What follows belongs to an exercise in optimizing a design on an open flow for small area, a short achievable clock period and few clock cycles per item; a production flow would make more cautious choices. Function was checked by simulation only, so behaviour that the tests miss may differ from the original. Power is estimated from default activity; no workload was simulated.

--- design/flow/run.sh ---
#!/bin/bash
# synth_recipe.tcl (not shown) runs the flow's synth.tcl, then flattens the netlist and writes it again
# the make line also repeats each setting of config.mk as NAME=value (left out here)
make -C /OpenROAD-flow-scripts/flow DESIGN_CONFIG=/design/flow/config.mk WORK_HOME=/design/flow/orfs CLKGATE_MAP_FILE= SYNTH_SCRIPT=/design/flow/synth_recipe.tcl finish
--- design/flow/config.mk ---
export PLATFORM = sky130hd
export DESIGN_NAME = blink_quantizer
export DESIGN_NICKNAME = blink_quantizer
export VERILOG_FILES = /design/flow/design.v
export SDC_FILE = /design/flow/constraint.sdc
export NUM_CORES = 4
export LEC_CHECK = 0
export CAP_MARGIN = 20
export CORE_MARGIN = 2
export CORE_UTILIZATION = 40
export SLEW_MARGIN = 20
--- design/flow/constraint.sdc ---
create_clock -name core_clock -period 12.0 [get_ports {clk}]
set_input_delay 2.4000 -clock core_clock [delete_from_list [all_inputs] [get_ports {clk}]]
set_output_delay 2.4000 -clock core_clock [all_outputs]
set_load 0.01 [all_outputs]
--- design/flow/design.v ---
module blink_quantizer (
    input  wire        clk,
    input  wire        rst,
    input  wire        req_valid,
    output wire        req_ready,
    input  wire [63:0] req_on_ms,
    input  wire [63:0] req_off_ms,
    output wire        resp_valid,
    output wire [1:0]  resp_path,
    output wire [6:0]  resp_num_steps,
    output wire [7:0]  resp_on_code,
    output wire [63:0] resp_on_ms,
    output wire [63:0] resp_off_ms
);
    reg         v0, hi0;
    reg  [63:0] xr, yr;
    reg         w_busy;
    wire stall = v0 & hi0 & w_busy;    
    assign req_ready = ~stall;
    always @(posedge clk) begin
        if (rst)         v0 <= 1'b0;
        else if (~stall) v0 <= req_valid;
        if (~stall) begin
            hi0 <= |req_on_ms[63:15] | |req_off_ms[63:15];
            xr  <= req_on_ms;
            yr  <= req_off_ms;
        end
    end
    wire on_z   = ~|xr;
    wire off_z  = ~|yr;
    wire p1     = off_z & ~on_z;
    wire p2     = on_z & ~off_z;
    wire gen    = ~(p1 | p2);
    wire x_big  = ~|yr[63:56] && (xr[63:8] >= yr[55:0]);
    wire y_big  = ~|xr[63:56] && (yr[63:8] >= xr[55:0]);
    wire sat    = hi0 & gen & (x_big | y_big);         
    wire mid    = hi0 & gen & ~x_big & ~y_big;         
    wire go     = v0 & ~stall;                         
    wire w_ld   = go & hi0;                            
    wire [15:0] s_lo = {1'b0, xr[14:0]} + {1'b0, yr[14:0]};
    reg  [15:0] s_in;
    reg  [14:0] r_in;
    always @(*) begin
        if (hi0 & gen)          s_in = 16'h8000;       
        else if (on_z & off_z)  s_in = 16'd1000;
        else                    s_in = s_lo;
        if (on_z & off_z)       r_in = 15'd500;
        else if (hi0)           r_in = {15{x_big}};    
        else                    r_in = xr[14:0];
        if (hi0 & y_big)        r_in[0] = 1'b1;
    end
    localparam [3:0] HOLD_OUT = 4'd10;    
    reg         w_div;
    reg  [3:0]  w_cnt;
    reg  [65:0] w_r;                      
    reg  [64:0] w_s;
    reg  [7:0]  w_q;
    reg         og1, og2;                 
    reg         w_p1;
    wire        w_neg = w_r[65];
    wire [65:0] w_t   = {w_r[64:0], 1'b0} + ({1'b0, w_s} ^ {66{~w_neg}}) + {65'd0, ~w_neg};
    always @(posedge clk) begin
        if (rst) begin
            w_busy <= 1'b0;
            og1    <= 1'b0;
            og2    <= 1'b0;
        end else begin
            if (w_ld & (mid | ~gen))
                w_busy <= 1'b1;
            else if (w_div ? (w_cnt == 4'd8) : (w_cnt == HOLD_OUT))
                w_busy <= 1'b0;
            og1 <= w_busy & ~w_div & (w_cnt == HOLD_OUT - 4'd1) & w_p1;
            og2 <= w_busy & ~w_div & (w_cnt == HOLD_OUT - 4'd1) & ~w_p1;
        end
        if (w_ld) begin
            w_div <= mid;
            w_cnt <= 4'd0;
            w_r   <= {2'b00, xr};
            w_s   <= {1'b0, xr} + {1'b0, yr};
            w_p1  <= off_z;
        end else begin
            w_cnt <= w_cnt + 4'd1;
            w_r   <= w_t;
            w_q   <= {w_q[6:0], ~w_t[65]};
        end
    end
    genvar i;
    generate
        for (i = 0; i <= 8; i = i + 1) begin : P
            wire        v_c;
            wire [1:0]  pa_c;
            wire [15:0] s_c, r_c;
            wire [7:0]  q_c;
            reg         v_r;
            reg  [1:0]  pa_r;
            reg  [15:0] s_r, r_r;
            reg  [7:0]  q_r;
            if (i == 0) begin : A
                assign v_c  = go;
                assign pa_c = mid ? 2'd0 : {~p1, ~p2};
                assign s_c  = s_in;
                assign r_c  = {1'b0, r_in};
                assign q_c  = 8'd0;
            end else begin : R
                wire [16:0] t  = {P[i-1].r_r, 1'b0} - {1'b0, P[i-1].s_r};
                wire        qb = ~t[16];
                assign v_c  = P[i-1].v_r;
                assign pa_c = P[i-1].pa_r;
                assign s_c  = P[i-1].s_r;
                assign r_c  = qb ? t[15:0] : {P[i-1].r_r[14:0], 1'b0};
                assign q_c  = {P[i-1].q_r[6:0], qb};
            end
            always @(posedge clk) begin
                if (rst) v_r <= 1'b0;
                else     v_r <= v_c;
                pa_r <= pa_c;
                s_r  <= s_c;
                r_r  <= r_c;
                q_r  <= q_c;
            end
        end
    endgenerate
    reg  [7:0]  m_c;
    wire [15:0] s7  = P[7].s_r;
    wire [15:0] s_m = s7 - 16'd129;
    always @(*) begin
        if (s7 <= 16'd256)        m_c = 8'd3;
        else if (s7 > 16'd16256)  m_c = 8'd128;
        else                      m_c = {1'b0, s_m[13:7]} + 8'd3;
    end
    reg  [7:0]  m8;
    always @(posedge clk) m8 <= m_c;
    wire        ph   = ~|P[8].pa_r;
    wire [1:0]  pa8  = ph ? 2'd3 : P[8].pa_r;
    wire [7:0]  q8   = ph ? w_q : P[8].q_r;
    wire        gen8 = &pa8;
    reg         mv;
    reg  [1:0]  mpa;
    reg  [7:0]  mm, mq;                   
    reg  [11:0] pl, pu;
    always @(posedge clk) begin
        if (rst) mv <= 1'b0;
        else     mv <= P[8].v_r;
        mpa <= pa8;
        {mm, mq} <= gen8 ? {m8, q8} : {1'b0, P[8].s_r[14:0]};
        pl  <= m8 * q8[3:0];
        pu  <= m8 * q8[7:4];
    end
    wire        mgen = &mpa;
    wire [15:0] prod = {4'd0, pl} + {pu, 4'd0};
    wire [16:0] offx = {1'b0, mm, 8'd0} + {1'b0, ~{4'd0, pl}} + {1'b0, ~{pu, 4'd0}} + 17'd3;
    reg         ov;
    reg  [1:0]  opa;
    reg  [6:0]  ost;
    reg  [7:0]  oq;
    reg  [14:0] oon, ooff;
    always @(posedge clk) begin
        if (rst) ov <= 1'b0;
        else     ov <= mv;
        opa  <= mpa;
        ost  <= mgen ? mm[6:0] - 7'd2 : 7'd0;
        oq   <= mgen ? mq : 8'd0;
        oon  <= mgen ? prod[15:1] : (mpa == 2'd1 ? {mm[6:0], mq} : 15'd0);
        ooff <= mgen ? offx[15:1] : (mpa == 2'd2 ? {mm[6:0], mq} : 15'd0);
    end
    assign resp_valid     = ov;
    assign resp_path      = opa;
    assign resp_num_steps = ost;
    assign resp_on_code   = oq;
    assign resp_on_ms     = {w_s[63:15] & {49{og1}}, oon};
    assign resp_off_ms    = {w_s[63:15] & {49{og2}}, ooff};
endmodule
==> results of run 1 <==
==> flip-flops by register name, summed over array words and instances, names as in the netlist, 9 cells and up <==
| name | cells |
|---|---|
| xr | 64 |
| P.r_r | 127 |
| ooff | 15 |
| P.pa_r | 18 |
| P.q_r | 36 |
| pu | 12 |
| P.v_r | 9 |
| oon | 15 |
| w_s | 65 |
| pl | 11 |
| P.s_r | 143 |
| w_r | 66 |
| yr | 64 |
==> placed cells by master (no fill, tap or decap), types with 56 or more instances in the layout <==
cell type | synthesis | final
a21o_1 | 177 | 177
a21oi_1 | 304 | 304
and2_1 | 167 | 167
clkbuf_16 | 0 | 81
clkdlybuf4s50_1 | 0 | 277
dfxtp_1 | 505 | 504
edfxtp_1 | 204 | 204
ha_1 | 433 | 433
inv_1 | 405 | 404
mux2_2 | 82 | 82
nand2_1 | 178 | 178
nand4_1 | 70 | 70
nor2_1 | 205 | 205
nor2b_1 | 56 | 56
nor4_1 | 70 | 70
o21ai_0 | 148 | 148
xnor2_1 | 236 | 236
xor2_1 | 97 | 97
==> path summary, 6_finish.rpt <==
check / cells after the start / end / slack, ps / start
worst max-delay path: 2 / req_ready / 6690 / hi0$_DFFE_PN_
worst min-delay path: 0 / P[8].q_r[1]$_DFF_P_ / 310 / P[7].q_r[0]$_DFF_P_
worst max register to register: 15 / w_r[40]$_DFF_P_ / 7010 / w_r[65]$_SDFF_PP0_
worst min register to register: 0 / P[8].q_r[1]$_DFF_P_ / 310 / P[7].q_r[0]$_DFF_P_
==> routing by layer <==
layer | up-vias | share of wire, % | global-route usage [%]
met4 | 0 | 3.7 | 7.804
met5 | - | 0 | 0
met1 | 14030 | 45 | 26.97
met3 | 188 | 5.2 | 2.691
li1 | 14700 | - | -
met2 | 815 | 46 | 33.68
==> critical path, stage by stage, from the launching register on <==
cell             delay [ps]
edfxtp_1                760
nand3_4                 730
clkdlybuf4s50_1         700
==> cell type report <==
class,count,area (um2)
multi-input combinational,2822,21780
inverter,407,1530
sequential,709,16240
fill,9295,52090
tap,1287,1610
antenna,1,2.502
clock inverter,29,285.3
timing repair buffer,291,2875
clock buffer,112,2293
==> metrics by stage <==
stage / setup WS [ps] / hold WS (ps) / cell area (um2) / cells
global placement: 7049 / 311.1 / 44030 / 5515
CTS: 6641 / 321.7 / 46610 / 5657
finish: 6693 / 314.7 / 46610 / 5658
detailed placement: 7020 / 312.1 / 44030 / 5516
global route: 6565 / 326.2 / 46610 / 5657
floorplan: 5969 / 309.6 / 39920 / 4030
==> cell families after synthesis <==
family	count (synthesis)
DFF	709
AOI/OAI and AO/OA	920
xor gates and xnor gates	339
buffers and inverters	499
muxes	150
adders and majority gates	471
and+or+nand+nor	942
==> report_power, final <==
group	switching (uW)	internal (uW)	total, uW
combinational	2010	1570	3580
clock	1000	1370	2370
sequential	219	2770	2990
total	3230	5700	8940
==> results.cfg, run 1 <==
[logic_synthesis]
ys_ff_latch = 709
netlist.area_leader.share_pct = 25.33
netlist_area_um2 = 39920
synth_top_family_by_area = adder cells
synth_cells = 4030
synth_xor_area_share_pct = 7.551
ys.flop_type = dfxtp_1
synth_area_per_cell_um2 = 9.905
synthMuxAreaShare_pct = 4.407
synthTopCellsByCount = dfxtp_1 (505), ha_1 (433), inv_1 (405)
synth_top_area_cell = dfxtp_1
yosys-top-cells-area = dfxtp_1 (25%), edfxtp_1 (15%), ha_1 (14%)
syn_nets = 4632
ys_seq_area_share_pct = 40.67
synth-async-reset-ratio_pct = 0
synthSimpleGateAreaFrac_pct = 12.35
ys_types = 84
synth-compound-area-share_pct = 14.73
yosys.area_share.adder_pct = 15.48
yosysMostFrequentCell = dfxtp_1
yosys_warnings = 1
synth_edf_count = 204

[final_layout]
area_growth_pct = 16.78
nets = 4912
final_util_pct = 47.23
layout-drive-gt1-share_pct = 6.934

[placed_design]
portBuffers = 277
dp_hpwl_mm = 83.30
place_congestion = 0.9421

[routing]
vias = 29740
postRouteWirelength_mm = 104.8
final_antenna_net_count = 0
drtPass1Iterations = 8
wire_per_inst_um = 18.52
via_per_inst = 5.256
dr.first_iter.drc_count = 1740
drc = 0

[min_path]
hp-class = register to register

[sta]
final-setup-viol-count = 0
fin_setup_tns_ps = 0
slew_violations = 0
worst_pin_slew_ps = 1041
clock_skew_ps = 33.48
slew_headroom_pct = 30.26
hold_violations = 0
max_clock_freq_mhz = 188.4
grt_setup_unrepaired = no
finalCritPeriodShare_pct = 44.23
period_minus_slack_ps = 5307

[global_route]
grt_pass1_vias = 29920
grt.overflow.total = 0
grt_pass1_wl_mm = 164.6
grt_max_degree = 83
track_usage_pct = 20.34
grt_antenna_before_repair = 1

[worst_setup_path]
cp_max_fo = 50
crit_path_end_kind = output pin
cp.required_ps = 9600
arrival_ps = 2910
path_class = register to output pin
cp-start-kind = register

[cts]
ctsHoldBuffers = 0
h-tree-depth = 3
cts.sinks = 709
root_buffer = clkbuf_16
cts_setup_buffers = 0
clk_latency_ps = 650
clock_path_buffers = 3
cts_buffers = 79
cts_tree = done
cts.clk_slew.worst_paths_ps = 60
cts_resized = 0

[floorplan]
start_util_pct = 40.44
fp.coreArea_um2 = 98710
fp.dieH_um = 319.9
rows = 115
die-area_um2 = 102300
die_w_um = 319.9
ios = 278

[power_and_ir_drop]
peakVddDrop_mv = 0.09917
powerDensity_nw_per_um2 = 191.7
power.leakage_uw = 0.02006
total_power_uw = 8937

[run]
drv_cap = 0

[run_status]
outcome = no timing/DRC/antenna violations
Testbench counts, summed over its fixed seeds: cycles 3,548, items 3,200.
==> run 2: changes to the inputs <==
--- a/design/flow/design.v
+++ b/design/flow/design.v
@@ -15,13 +15,17 @@
     reg         v0, hi0;
     reg  [63:0] xr, yr;
     reg         w_busy;
-    wire stall = v0 & hi0 & w_busy;    
+    reg         stall;
+    wire        w_busy_nx;
+    wire        hi_in  = |req_on_ms[63:15] | |req_off_ms[63:15];
+    wire        v0_nx  = ~rst & (stall ? v0 : req_valid);
+    wire        hi0_nx = stall ? hi0 : hi_in;
     assign req_ready = ~stall;
     always @(posedge clk) begin
-        if (rst)         v0 <= 1'b0;
-        else if (~stall) v0 <= req_valid;
+        v0    <= v0_nx;
+        stall <= v0_nx & hi0_nx & w_busy_nx;
         if (~stall) begin
-            hi0 <= |req_on_ms[63:15] | |req_off_ms[63:15];
+            hi0 <= hi_in;
             xr  <= req_on_ms;
             yr  <= req_off_ms;
         end
@@ -31,8 +35,18 @@
     wire p1     = off_z & ~on_z;
     wire p2     = on_z & ~off_z;
     wire gen    = ~(p1 | p2);
-    wire x_big  = ~|yr[63:56] && (xr[63:8] >= yr[55:0]);
-    wire y_big  = ~|xr[63:56] && (yr[63:8] >= xr[55:0]);
+    wire [15:0] xn, yn, xt, yt;
+    genvar g;
+    generate
+        for (g = 0; g < 16; g = g + 1) begin : NB
+            assign xn[g] = |xr[4*g+3:4*g];
+            assign yn[g] = |yr[4*g+3:4*g];
+            assign xt[g] = |xn[15:g];
+            assign yt[g] = |yn[15:g];
+        end
+    endgenerate
+    wire x_big  = |(xn[15:2] & ~yt[13:0]);
+    wire y_big  = |(yn[15:2] & ~xt[13:0]);
     wire sat    = hi0 & gen & (x_big | y_big);         
     wire mid    = hi0 & gen & ~x_big & ~y_big;         
     wire go     = v0 & ~stall;                         
@@ -59,16 +73,14 @@
     reg         w_p1;
     wire        w_neg = w_r[65];
     wire [65:0] w_t   = {w_r[64:0], 1'b0} + ({1'b0, w_s} ^ {66{~w_neg}}) + {65'd0, ~w_neg};
+    assign w_busy_nx = ~rst & ((w_ld & (mid | ~gen)) |
+                               (w_busy & ~(w_div ? (w_cnt == 4'd8) : (w_cnt == HOLD_OUT))));
     always @(posedge clk) begin
+        w_busy <= w_busy_nx;
         if (rst) begin
-            w_busy <= 1'b0;
             og1    <= 1'b0;
             og2    <= 1'b0;
         end else begin
-            if (w_ld & (mid | ~gen))
-                w_busy <= 1'b1;
-            else if (w_div ? (w_cnt == 4'd8) : (w_cnt == HOLD_OUT))
-                w_busy <= 1'b0;
             og1 <= w_busy & ~w_div & (w_cnt == HOLD_OUT - 4'd1) & w_p1;
             og2 <= w_busy & ~w_div & (w_cnt == HOLD_OUT - 4'd1) & ~w_p1;
         end
--- a/design/flow/config.mk
+++ b/design/flow/config.mk
@@ -7,5 +7,5 @@
 export LEC_CHECK = 0
 export CAP_MARGIN = 20
 export CORE_MARGIN = 2
-export CORE_UTILIZATION = 40
+export CORE_UTILIZATION = 65
 export SLEW_MARGIN = 20
==> run 2 against run 1 <==
Net effect: highest routed layer unchanged; combinational power is 2% lower; synthesized area is 7.0% lower; critical path depth is 13 higher; clock-buffer cell count is 12 lower; final cell count is 15% lower.
==> results.cfg, run 2 <==
[cts]
cts_tree = done
root_buffer = clkbuf_16
cts.clk_slew.worst_paths_ps = 60
cts.sinks = 710
cts_setup_buffers = 0
cts_buffers = 73
h-tree-depth = 3
ctsHoldBuffers = 0
clock_path_buffers = 3
cts_resized = 0
clk_latency_ps = 640

[power_and_ir_drop]
power.leakage_uw = 0.01787
peakVddDrop_mv = 0.1668
powerDensity_nw_per_um2 = 204.9
total_power_uw = 8847

[worst_setup_path]
path_class = register to register
cp_num_buf_inv = 2
cp.required_ps = 12470
cp_max_fo = 41
path_cells = buf_4 > inv_1 > ha_1 > fa_1 > a211oi_1 > nor2_1 > o31ai_1 > a2111oi_0 > or2_1 > a2111o_1 > nand2_1 > o21bai_1 > a31oi_1 > xor2_1 > a21oi_1
crit_path_end_kind = register
slowest_delay_ps = 660
path_delay_family = compound AO/OA/AOI/OAI gates
slowest_stage = dfxtp_4
arrival_ps = 5640
cp-start-kind = register

[sta]
worst_pin_slew_ps = 1220
finalCritPeriodShare_pct = 43.11
slew_headroom_pct = 17.90
fin_setup_tns_ps = 0
clock_skew_ps = 42.50
hold_violations = 0
period_minus_slack_ps = 5173
final-setup-viol-count = 0
max_clock_freq_mhz = 193.3
grt_setup_unrepaired = no
slew_violations = 0

[final_layout]
largest_reg_flops = 143
layout-drive-gt1-share_pct = 6.548
nets = 4464
area_growth_pct = 16.30
top_regs = P.s_r: 143 flops, P.r_r: 127 flops, w_r: 66 flops
layout_commonest_cell = dfxtp_1
final_cell_count_no_fill = 4789
top_register = P.s_r
final_cell_mix = dfxtp_1 (506), ha_1 (321), inv_1 (309), clkdlybuf4s50_1 (277), a21oi_1 (270)

[global_route]
track_usage_pct = 33.37
use_met1_pct = 40.56
grt_max_degree = 78
grt_most_used_layer = met2
grt.met2_usage_pct = 59.31
grt_antenna_before_repair = 1
grt_pass1_vias = 29780
globalRouteMet3Util_pct = 4.522
grt_pass1_wl_mm = 157.2
grt.overflow.total = 0

[placed_design]
placed_cells = 4655
place_congestion = 0.9634
dp_hpwl_mm = 74.41
portBuffers = 277

[logic_synthesis]
netlist.area_leader.share_pct = 27.34
yosysMostFrequentCell = dfxtp_1
yosys-top-cells-area = dfxtp_1 (27%), edfxtp_1 (16%), ha_1 (11%)
ys_ff_latch = 710
synthTopCellsByCount = dfxtp_1 (507), ha_1 (321), inv_1 (310)
synth_edf_count = 203
syn_nets = 4199
synth_area_per_cell_um2 = 10.01
ys.flop_type = dfxtp_1
synth_cells = 3709
synth_top_area_cell = dfxtp_1
yosys_warnings = 1
ys_seq_area_share_pct = 43.76
netlist_area_um2 = 37130
synth-async-reset-ratio_pct = 0
ys_types = 78

[routing]
final_antenna_net_count = 0
drtPass1Iterations = 6
drc = 0
wire_per_inst_um = 20.85
postRouteWirelength_mm = 99.85
vias = 28850
via_per_inst = 6.023
dr.first_iter.drc_count = 2394

[floorplan]
ios = 278
die_w_um = 243.0
fp.dieH_um = 243.0
rows = 87
fp.coreArea_um2 = 56390
die-area_um2 = 59050
start_util_pct = 65.84

[min_path]
hp-class = register to register

[run_status]
outcome = no timing/DRC/antenna violations

[run]
drv_cap = 0
[run 2: path summary, 6_finish.rpt]
path,start,end,depth (start not counted),slack (ps)
max,w_r[65]$_SDFF_PP0_,w_r[62]$_DFF_P_,15,6830
max reg2reg,w_r[65]$_SDFF_PP0_,w_r[62]$_DFF_P_,15,6830
min,P[1].pa_r[1]$_DFF_P_,P[2].pa_r[1]$_DFF_P_,0,310
min reg2reg,P[1].pa_r[1]$_DFF_P_,P[2].pa_r[1]$_DFF_P_,0,310
[run 2: layer usage]
layer / vias up / part of all wire [%] / routed length, um
met4: 0 / 4.2 / 4235
li1: 13560 / - / -
met1: 13830 / 40 / 39630
met3: 274 / 6.6 / 6608
met5: - / 0 / 0
met2: 1182 / 49 / 49380
[run 2: worst register-to-register path: stages (launching register included)]
cell       delay, ps
dfxtp_4          660
buf_4            670
inv_1            150
ha_1             250
fa_1             440
a211oi_1         280
nor2_1           120
o31ai_1          570
a2111oi_0        220
or2_1            380
a2111o_1         420
nand2_1          190
o21bai_1         150
a31oi_1          250
xor2_1           170
a21oi_1           80
[run 2: power by group]
part,total (uW),internal (uW),switching (uW),leakage (uW)
combinational,3500,1480,2020,0.0104
sequential,2940,2760,179,0.00618
clock,2400,1430,974,0.00125
total,8850,5670,3170,0.0179
[run 2: metrics by stage]
step	cell area, um2	hold slack, ps	setup WS, ps	util (%)
after CTS	43180	318.9	6897	76.57
after floorplan	37130	309.6	6051	-
after global routing	43180	322.0	6612	76.57
final	43180	313.6	6827	76.58
after detailed placement	40600	312.1	6707	71.99
after global placement	40600	311.0	6743	71.99
[run 2: kinds of logic after synthesis]
| kind of cell | after synthesis | synth area share (%) |
|---|---|---|
| fa+ha+maj | 359 | 12.87 |
| buf+inv | 418 | 4.287 |
| flops | 710 | 43.76 |
| compound gates | 836 | 14.42 |
| simple gates | 917 | 12.85 |
| mux | 135 | 3.940 |
| xor+xnor | 334 | 7.879 |
[run 2: area by class of cell]
cell class                 count  area [um2]
clock buffer                 100        2081
fill                        3567       13210
tap                          756       945.9
timing repair buffer         296        2915
inverter                     312        1176
antenna                        1       2.502
sequential                   710       16250
clock inverter                33       501.7
multi-input combinational   2581       19310
Testbench counts of run 2, summed over its fixed seeds: cycles 3,571, items 3,200.
==> run 3: changes to the inputs <==
--- a/design/flow/config.mk
+++ b/design/flow/config.mk
@@ -7,5 +7,5 @@
 export LEC_CHECK = 0
 export CAP_MARGIN = 20
 export CORE_MARGIN = 2
-export CORE_UTILIZATION = 65
+export CORE_UTILIZATION = 40
 export SLEW_MARGIN = 20
==> run 3 against run 2 <==
Net effect: largest power group unchanged; clock-buffer cell count is 12 higher; utilization down 29 points; still clean on timing, DRC and antenna; fmax up 9.0%; synthesized cell count is the same; flip-flop and latch count is the same; largest cell class unchanged.
==> results.cfg, run 3 <==
[cts]
cts_buffers = 80
cts.clk_slew.worst_paths_ps = 60
cts.sinks = 710
cts_tree = done
clk_latency_ps = 640
root_buffer = clkbuf_16
cts_resized = 0
clock_path_buffers = 3
h-tree-depth = 3
ctsHoldBuffers = 0
cts_setup_buffers = 0

[sta]
final-setup-viol-count = 0
hold_violations = 0
fin_setup_tns_ps = 0
grt_setup_unrepaired = no
finalCritPeriodShare_pct = 39.54
period_minus_slack_ps = 4745
clock_skew_ps = 33.05
max_clock_freq_mhz = 210.7
worst_slack_ps = 7255
slew_violations = 0
hold_ws_ps = 320.2
slew_headroom_pct = 25.83
worst_pin_slew_ps = 1102

[global_route]
grt_pass1_wl_mm = 146.7
grt_antenna_before_repair = 2
grt.overflow.total = 0
grt_pass1_vias = 27360
track_usage_pct = 19.33
grt_max_degree = 82

[logic_synthesis]
yosys.area_share.adder_pct = 12.87
yosys_warnings = 1
synth_area_per_cell_um2 = 10.01
netlist.area_leader.share_pct = 27.34
synth_top_family_by_area = compound AO/OA/AOI/OAI gates
synth-async-reset-ratio_pct = 0
synthSimpleGateAreaFrac_pct = 12.85
synthMuxAreaShare_pct = 3.940
yosys-top-cells-area = dfxtp_1 (27%), edfxtp_1 (16%), ha_1 (11%)
synth_xor_area_share_pct = 7.879
ys_ff_latch = 710
ys_types = 78
syn_nets = 4199
synthTopCellsByCount = dfxtp_1 (507), ha_1 (321), inv_1 (310)
ys_seq_area_share_pct = 43.76
yosysMostFrequentCell = dfxtp_1
synth_top_area_cell = dfxtp_1
synth-compound-area-share_pct = 14.42
synth_cells = 3709
netlist_area_um2 = 37130
ys.flop_type = dfxtp_1
synth_edf_count = 203

[floorplan]
die_w_um = 308.7
ios = 278
fp.dieH_um = 308.7
die-area_um2 = 95270
rows = 111
start_util_pct = 40.44
fp.coreArea_um2 = 91800

[min_path]
min_from = P[6].q_r[4]$_DFF_P_
hp-class = register to register

[routing]
postRouteWirelength_mm = 91.94
vias = 27210
final_antenna_net_count = 0
via_per_inst = 5.143
wire_per_inst_um = 17.38
dr.first_iter.drc_count = 1732
drc = 0
drtPass1Iterations = 6

[final_layout]
layout-drive-gt1-share_pct = 6.892
layout_commonest_cell = dfxtp_1
top_regs = P.s_r: 143 flops, P.r_r: 127 flops, w_r: 66 flops
largest_reg_flops = 143
nets = 4473
fillers = 8532
final_cell_mix = dfxtp_1 (506), ha_1 (321), inv_1 (309), clkdlybuf4s50_1 (277), a21oi_1 (270)
final_util_pct = 47.97
top_register = P.s_r
insertedDiodeCount = 0
final_cell_count_no_fill = 5291
area_growth_pct = 18.60

[worst_setup_path]
path_class = register to register
cp.required_ps = 12450
regToRegSetupSlack_ps = 7250
worstSetupStartpoint = w_r[65]$_SDFF_PP0_
reg2reg_from = w_r[65]$_SDFF_PP0_
cp_max_fo = 42
crit_path_end_kind = register
cp-start-kind = register
arrival_ps = 5200

[placed_design]
pre_cts_ws_ps = 7274
placed_cells = 5143
portBuffers = 277
dp_hpwl_mm = 72.49
place_congestion = 0.9125

[power_and_ir_drop]
powerDensity_nw_per_um2 = 202.6
power.leakage_uw = 0.01802
peakVddDrop_mv = 0.1358

[run]
drv_cap = 0

[run_status]
outcome = no timing/DRC/antenna violations
run 3: cell counts after synthesis:
No cell type changed its count.
run 3: kinds of logic (layout without fill, tap and decap cells):
family                     Yosys count  in the layout
adders and majority gates          359            359
DFF                                710            710
and+or+nand+nor                    917            917
muxes                              135            135
buffers and inverters              418            757
xor gates and xnor gates           334            334
AOI/OAI and AO/OA                  836            836
run 3: per-stage QoR:
stage	area, um2	total power (uW)
6_report	44030	8919
5_1_grt	44030	9504
4_1_cts	44010	8944
3_5_place_dp	41240	6368
3_3_place_gp	41240	6362
2_1_floorplan	37130	5518
run 3: area by class of cell:
class / count / area [um2] / area share (%)
sequential: 710 / 16250 / 36.90
clock buffer: 112 / 2328 / 5.288
timing repair buffer: 298 / 2934 / 6.663
tap: 1243 / 1555 / 3.532
inverter: 312 / 1176 / 2.671
multi-input combinational: 2581 / 19350 / 43.94
clock inverter: 35 / 440.4 / 1.000
run 3: worst max-delay path, stage by stage, from the launching register on:
cell       delay, ps
dfxtp_4          790
inv_1            100
ha_1             250
fa_1             440
a211oi_1         270
nor2_1           110
o31ai_1          620
a2111oi_0        220
or2_1            380
a21o_1           260
a21boi_0         530
o21ai_0          230
xnor2_1          180
a21oi_1           90
run 3: worst paths after layout:
path                              end  depth (start not counted)
setup / recovery      w_r[48]$_DFF_P_                         13
hold reg to reg   P[7].q_r[5]$_DFF_P_                          0
hold / removal    P[7].q_r[5]$_DFF_P_                          0
setup reg to reg      w_r[48]$_DFF_P_                         13
run 3: power breakdown:
part           switching [uW]  total (uW)  internal (uW)  leakage [uW]
Sequential                176        2940           2760       0.00618
Clock                     990        2530           1540       0.00135
Combinational            1970        3450           1480        0.0105
run 3: routing by layer:
metal | up-vias | global-route usage (%) | part of all wire [%]
li1 | 13600 | - | -
met1 | 12780 | 24.46 | 44
met2 | 682 | 33.29 | 48
met3 | 147 | 3.378 | 5.0
met4 | 4 | 6.364 | 3.1
met5 | - | 0 | 0.021

port drivers added, routing unchanged:
In the flow no input, the clock included, has a driving cell. The finished layouts below were timed again as built, in two steps. Step 1 (the two cells are an assumption about what drives the block):
set clk [get_ports {clk}]
set_driving_cell -lib_cell sky130_fd_sc_hd__clkbuf_16 $clk
set_driving_cell -lib_cell sky130_fd_sc_hd__buf_2 [delete_from_list [all_inputs] $clk]
Step 2 moves the port delays by t, midway between the first and last clock arrival at a register: inputs arrive t later, outputs are due t later. That takes back most of the time a late clock gives input paths. Slacks: ideal ports / drivers / drivers and shift; pairs: ideal ports / drivers.
run	t (ns)	slack for setup (ns)	worst setup path after step 2	worst register clock-pin slew, ns
run 1	0.700	6.693 / 6.628 / 7.007	register to register	0.06 / 0.06
run 2	0.683	6.827 / 6.827 / 6.757	input to register	0.07 / 0.07
run 3	0.700	7.255 / 7.255 / 7.255	register to register	0.07 / 0.07
After both steps setup and hold are still met in every run listed. For run 2, which loses most, drivers alone change the setup slack by 0.000 ns; drivers and shift together by -0.070 ns.
